Context: an optimization exercise on an open-source flow, tuned for a short achievable clock period and few clock cycles. The choices shown serve that exercise and are no tape-out recipe.
Where RTL was checked, it was by simulation tests only, not by an equivalence proof against the original.
No activity file was given, so power comes from the tool's default toggle rates.

// turquoise
module turquoise (
    input  wire        clk,
    input  wire        rst,
    input  wire        cmd_valid,
    output wire        cmd_ready,
    input  wire [1:0]  cmd_op,
    input  wire [7:0]  cmd_data,
    output reg         resp_valid,
    output reg         resp_halted,
    output reg         resp_fault,
    output reg  [15:0] cur_x,
    output reg  [15:0] cur_y,
    output reg         paint_valid,
    output reg  [8:0]  paint_x,
    output reg  [7:0]  paint_y,
    output reg         paint_color
);
Size: about 11000 cells after synthesis, roughly 4600 flip-flops, about 68 I/O pins, roughly 180000 um2 of cells after synthesis.
Settings: LEC_CHECK=0, CAP_MARGIN=20, CORE_MARGIN=2, CORE_UTILIZATION=50, SLEW_MARGIN=20, SYNTH_MEMORY_MAX_BITS=4096; clock period 12.0 ns.
standard.sh (not shown) runs the stock make flow with config.mk's settings and CLKGATE_MAP_FILE= SYNTH_SCRIPT=/design/flow/synth_recipe.tcl, a recipe that flattens the netlist after the stock synthesis.
==> flow/flow/run.sh <==
#!/bin/bash
# The standard layout (standard.sh), with two changes in how it is made:
#  * timing repair is asked to leave extra setup slack, so it keeps optimising
#    below the design's period (the SDC and the period are not changed);
#  * port buffers are plain buffers instead of the default delay-buffer cell.
set -euo pipefail
export SETUP_SLACK_MARGIN=8.5
export TNS_END_PERCENT=100
export BUFFER_PORTS_ARGS="-buffer_cell sky130_fd_sc_hd__buf_4"
bash standard.sh finish > standard_flow.log 2>&1
The first run completed without violations.
Testbench counts at the start, summed over its fixed seeds: cycles 202,311.
==> next run, changes <==
- CORE_UTILIZATION: 50 -> 70
After rerunning:
- non-clock buffer count goes down by 10
- via count rises by 2.6%
- utilization rose by 22 points
- worst setup slack improved by 0.047 ns
==> next run, changes <==
- CORE_UTILIZATION: 70 -> 60
- count of clock-buffer cells in the layout is higher by 23
- cell area came out higher slightly
- synthesized area is unchanged
- synthesized cell count is unchanged
- global-route usage decreases by 4.7 points
- via count goes down by a few percent
- routed wire length hardly moves

turquoise, a different RTL version from the one above (not shown whole).
For scale: ~8400 cells after synthesis, about 2600 flip-flops, roughly 68 I/O pins.
==> flow/config.mk <==
export PLATFORM = sky130hd
export DESIGN_NAME = turquoise
export DESIGN_NICKNAME = turquoise
export VERILOG_FILES = /design/flow/design.v
export SDC_FILE = /design/flow/constraint.sdc
export NUM_CORES = 4
export LEC_CHECK = 0
export CAP_MARGIN = 20
export CORE_MARGIN = 2
export CORE_UTILIZATION = 60
export SLEW_MARGIN = 20
export SYNTH_MEMORY_MAX_BITS = 4096
==> flow/constraint.sdc <==
create_clock -name core_clock -period 12.0 [get_ports {clk}]
set_input_delay 2.4000 -clock core_clock [delete_from_list [all_inputs] [get_ports {clk}]]
set_output_delay 2.4000 -clock core_clock [all_outputs]
set_load 0.01 [all_outputs]
Scripts as last shown in full above: flow/flow/run.sh
The starting point went through all stages and came out clean.
Change:
--- a/flow/config.mk
+++ b/flow/config.mk
@@ -10,0 +11,2 @@
+export CTS_CLUSTER_DIAMETER = 80
+export CTS_CLUSTER_SIZE = 25
- The new run ran to the end with no violations
- final area shrinks by 3.1%
- total power shrinks by 11%
- wire length shrinks by about 1.3%
- critical path depth grows by 2
- via count shrinks by 1.5%
No functional check of the RTL was part of any run of this note.

Another version of the RTL of turquoise (not shown whole).
For scale: about 8800 cells after synthesis, roughly 68 I/O pins.
Settings: LEC_CHECK=0, CAP_MARGIN=20, CORE_MARGIN=2, CORE_UTILIZATION=40, SLEW_MARGIN=20, SYNTH_MEMORY_MAX_BITS=4096; clock period 12.0 ns.
==> flow/flow/run.sh <==
#!/bin/bash
set -euo pipefail
bash standard.sh SETUP_SLACK_MARGIN=8 TNS_END_PERCENT=100 finish > standard_flow.log 2>&1
The first run produced a clean layout.
==> next run, changes <==
==> flow/run.sh (new file) <==
#!/bin/bash
# synth_recipe.tcl (not shown) runs the flow's synth.tcl, then flattens the netlist and writes it again
# the make line also repeats each setting of config.mk as NAME=value (left out here)
make -C /OpenROAD-flow-scripts/flow DESIGN_CONFIG=/design/flow/config.mk WORK_HOME=/design/flow/orfs CLKGATE_MAP_FILE= SYNTH_SCRIPT=/design/flow/synth_recipe.tcl finish
removed: flow/flow/run.sh
removed: flow/standard.sh
What happened: Die area does not change; synthesized cell count is unchanged; setup slack degrades by 0.90 ns; wire length fell by 0.76%.
No run of this note included a check of the RTL's function; only the layout flow was run.

Another version of the RTL of turquoise (not shown whole).
Size in the first run: ~2,700 flip-flops, roughly 68 I/O pins, ~120,000 sq um of cells after synthesis.
Design turquoise, start of the top module:
module turquoise (
    input  wire        clk,
    input  wire        rst,
    input  wire        cmd_valid,
    output wire        cmd_ready,
    input  wire [1:0]  cmd_op,
    input  wire [7:0]  cmd_data,
    output reg         resp_valid,
    output reg         resp_halted,
    output reg         resp_fault,
    output reg  [15:0] cur_x,
    output reg  [15:0] cur_y,
    output reg         paint_valid,
    output reg  [8:0]  paint_x,
    output reg  [7:0]  paint_y,
    output reg         paint_color
);
    localparam ROM_SIZE = 128;
    localparam RD       = 4;        
    localparam QD       = 4;        
    localparam X0       = 16'd136;
    localparam Y0       = 16'd96;
    localparam OP_TICK  = 2'd0;
    localparam OP_BEGIN = 2'd1;
    localparam OP_BYTE  = 2'd2;
    localparam OP_END   = 2'd3;
    integer i;
    reg rdy;
    reg rst_r;
    assign cmd_ready = rdy;
    wire acc      = cmd_valid && rdy;
    wire acc_tick = acc && (cmd_op == OP_TICK);
    wire acc_end  = acc && (cmd_op == OP_END);
    reg       p_byte, p_begin, p_end;
  ...
clock: 12.0 ns
lec_check: 0
cap_margin: 20
core_margin: 2
core_utilization: 55
cts_cluster_diameter: 80
cts_cluster_size: 25
slew_margin: 20
synth_memory_max_bits: 4096
==> flow/flow/run.sh <==
#!/bin/bash
# The standard layout (standard.sh), with two changes in how it is made:
#  * timing repair is asked to leave extra setup slack, so it keeps optimising
#    below the design's period (the SDC and the period are not changed);
#  * port buffers are plain buffers instead of the default delay-buffer cell.
set -euo pipefail
export SETUP_SLACK_MARGIN=8.5
export TNS_END_PERCENT=100
export BUFFER_PORTS_ARGS="-buffer_cell sky130_fd_sc_hd__buf_4"
bash standard.sh finish > standard_flow.log 2>&1
The first run died in global routing (GRT-0116).
==> next run, changes <==
CORE_UTILIZATION = 60   (was 55)
CTS_CLUSTER_DIAMETER = 150   (was 80)
CTS_CLUSTER_SIZE = 40   (was 25)
The changed run died in global routing (GRT-0116).
Area after synthesis stays the same.
Synthesized cell count does not change.
No run of this note included a check of the RTL's function; only the layout flow was run.

what the ideal ports hide:
In the flow no input, the clock included, has a driving cell. The finished layouts below were timed again as built, in two steps.
Step 1, drivers: a clkbuf_16 drives clk and a buf_2 each remaining input, both assumed.
Step 2 moves the port delays by t, midway between the first and last clock arrival at a register: inputs arrive t later, outputs are due t later. That takes back most of the time a late clock gives input paths.
Slacks: no drivers / after step 1 / after step 2; pairs: no drivers / after step 1.
run	shift t [ns]	setup WS [ns]	worst setup path after step 2	slew at the worst register clock pin (ns)	pins driven straight from the clock port
the first run of note 1	1.058	8.082 / 7.981 / 7.532	input to register	0.07 / 0.07	1
the second run of note 1	1.067	8.129 / 8.031 / 7.587	input to register	0.07 / 0.07	1
the third run of note 1	1.043	8.173 / 8.075 / 7.533	input to register	0.07 / 0.07	1
the first run of note 2	1.011	8.217 / 8.129 / 7.719	input to register	0.07 / 0.07	1
the second run of note 2	0.920	8.281 / 8.209 / 7.738	input to register	0.11 / 0.11	1
the first run of note 3	1.097	7.816 / 7.816 / 7.111	input to register	0.07 / 0.07	1
the second run of note 3	1.100	6.916 / 6.916 / 6.573	input to register	0.07 / 0.07	1
After both steps setup and hold are still met in every run listed. The setup slack of the first run of note 3, which loses most, moves by 0.000 ns with the drivers and by -0.705 ns with both steps.
